Source: an optimization exercise on an open RTL-to-GDS flow (aim: small area). Production flows keep margins and buffers that such runs may drop. In this exercise RTL edits were held to simulation tests only and were not proved equivalent to the original. Power and IR drop assume default switching activity.

## alpha
// lm15_lge
module lm15_lge (
    input  wire        clk,
    input  wire        rst,
    input  wire        cmd_valid,
    input  wire [87:0] cmd_word,
    output wire        busy,
    output reg         ill,
    output wire        lcd_ce,
    output wire        lcd_rs,
    output wire        tx_valid,
    output reg  [7:0]  tx_data,
    input  wire        tx_ready,
    output reg         mem_re,
    output reg  [1:0]  mem_space,
    output wire [15:0] mem_addr,
    input  wire [15:0] mem_rdata
);
==> flow/config.mk <==
export PLATFORM = sky130hd
export DESIGN_NAME = lm15_lge
export DESIGN_NICKNAME = lm15_lge
export VERILOG_FILES = /design/flow/design.v
export SDC_FILE = /design/flow/constraint.sdc
export NUM_CORES = 4
export LEC_CHECK = 0
export CAP_MARGIN = 20
export CORE_MARGIN = 2
export CORE_UTILIZATION = 40
export SLEW_MARGIN = 20
==> flow/constraint.sdc <==
create_clock -name core_clock -period 10.0 [get_ports {clk}]
set_input_delay 2.0000 -clock core_clock [delete_from_list [all_inputs] [get_ports {clk}]]
set_output_delay 2.0000 -clock core_clock [all_outputs]
set_load 0.01 [all_outputs]
standard.sh (not shown) runs the stock make flow with config.mk's settings and CLKGATE_MAP_FILE= SYNTH_SCRIPT=/design/flow/synth_recipe.tcl, a recipe that flattens the netlist after the stock synthesis.
==> flow/flow/run.sh <==
#!/bin/bash
# Standard ORFS layout with these changes to how it is built:
#  - synthesis maps the logic with an area-oriented ABC script (flow/area.abc)
#    instead of ORFS's abc_area.script; everything else in synthesis is the
#    standard script (synth_recipe.tcl, ORFS synth.tcl);
#  - port buffers use sky130_fd_sc_hd__buf_1;
#  - synthesis does not extract half/full adder cells (ADDER_MAP_FILE empty),
#    so ABC maps the adders together with the rest of the logic;
#  - CTS does not add dummy loads and uses clkbuf_4 below the root buffer.
set -euo pipefail
here=$(pwd)
sed 's|^source $::env(SCRIPTS_DIR)/synth_preamble.tcl$|&\nset abc_args [lreplace $abc_args 1 1 '"$here"'/flow/area.abc]|' \
    "$FLOW_HOME/scripts/synth.tcl" > "$here/my_synth_core.tcl"
grep -q "flow/area.abc" "$here/my_synth_core.tcl"
sed "s|source \$::env(SCRIPTS_DIR)/synth.tcl|source $here/my_synth_core.tcl|" synth_recipe.tcl > "$here/my_synth.tcl"
grep -q my_synth_core "$here/my_synth.tcl"
bash standard.sh SYNTH_SCRIPT="$here/my_synth.tcl" \
    "BUFFER_PORTS_ARGS=-buffer_cell sky130_fd_sc_hd__buf_1" \
    "CTS_ARGS=-sink_clustering_enable -repair_clock_nets -dont_use_dummy_load -buf_list sky130_fd_sc_hd__clkbuf_4 -root_buf sky130_fd_sc_hd__clkbuf_16" \
    ADDER_MAP_FILE= \
    finish > "$here/flow_make.log" 2>&1
==> flow/flow/area.abc <==
strash
&get -n
&fraig -x
&put
scorr
dc2
strash
&get -n
&deepsyn -T 150
&dch -f
&nf -R 1000 -p -C 32 -F 8 -A 4
&put
Modified inputs, beta compared to alpha
--- a/flow/flow/run.sh
+++ b/flow/flow/run.sh
@@ -6,5 +6,6 @@
 #  - port buffers use sky130_fd_sc_hd__buf_1;
+#  - repair aims 10% (not 20%) below the max-slew and max-capacitance limits;
 #  - synthesis does not extract half/full adder cells (ADDER_MAP_FILE empty),
 #    so ABC maps the adders together with the rest of the logic;
-#  - CTS does not add dummy loads and uses clkbuf_4 below the root buffer.
+#  - CTS does not add dummy loads.
 set -euo pipefail
@@ -19,3 +20,3 @@
     "CTS_ARGS=-sink_clustering_enable -repair_clock_nets -dont_use_dummy_load -buf_list sky130_fd_sc_hd__clkbuf_4 -root_buf sky130_fd_sc_hd__clkbuf_16" \
-    ADDER_MAP_FILE= \
+    ADDER_MAP_FILE= CAP_MARGIN=10 SLEW_MARGIN=10 \
     finish > "$here/flow_make.log" 2>&1
Notes after the runs:
Across beta and alpha, none had a timing, DRC or antenna violation.
First-iteration DRC count, beta and alpha: higher on alpha
Worst path setup slack after routing (lower): beta
Comparing beta with alpha, the cell count came out essentially unchanged.
The fmax on beta is in line with that on alpha.
beta vs. alpha: share of the clock period used by the worst path after layout rose 0.26 points; finished layout cell area about even; reported clock group power about even; power attributed to combinational cells about even; maximum fanout count along the critical path about even.
Fraction of area in multi-input gates essentially unchanged between alpha and beta.
beta and alpha ended up with roughly the same layout buffering overhead excluding clock cells.

[re-timing with driven ports]
In the flow no input, the clock included, has a driving cell. The finished layouts below were timed again as built, in two steps. Step 1 assumes that a clkbuf_16 drives the clock port and a buf_2 every other input. Step 2 also shifts input and output timing later by t, the mid clock arrival at the registers, as if the neighbouring blocks saw the same clock. Slacks: ideal ports / drivers / drivers and shift; pairs: ideal ports / drivers.
run | shift t [ns] | setup WS [ns] | latest minus earliest clock arrival (ns) | slew at the worst register clock pin (ns)
alpha | 0.404 | 0.510 / 0.462 / 0.820 | 0.018 / 0.019 | 0.08 / 0.08
beta | 0.405 | 0.484 / 0.437 / 0.793 | 0.018 / 0.018 | 0.08 / 0.08
After both steps setup and hold are still met in every run listed.
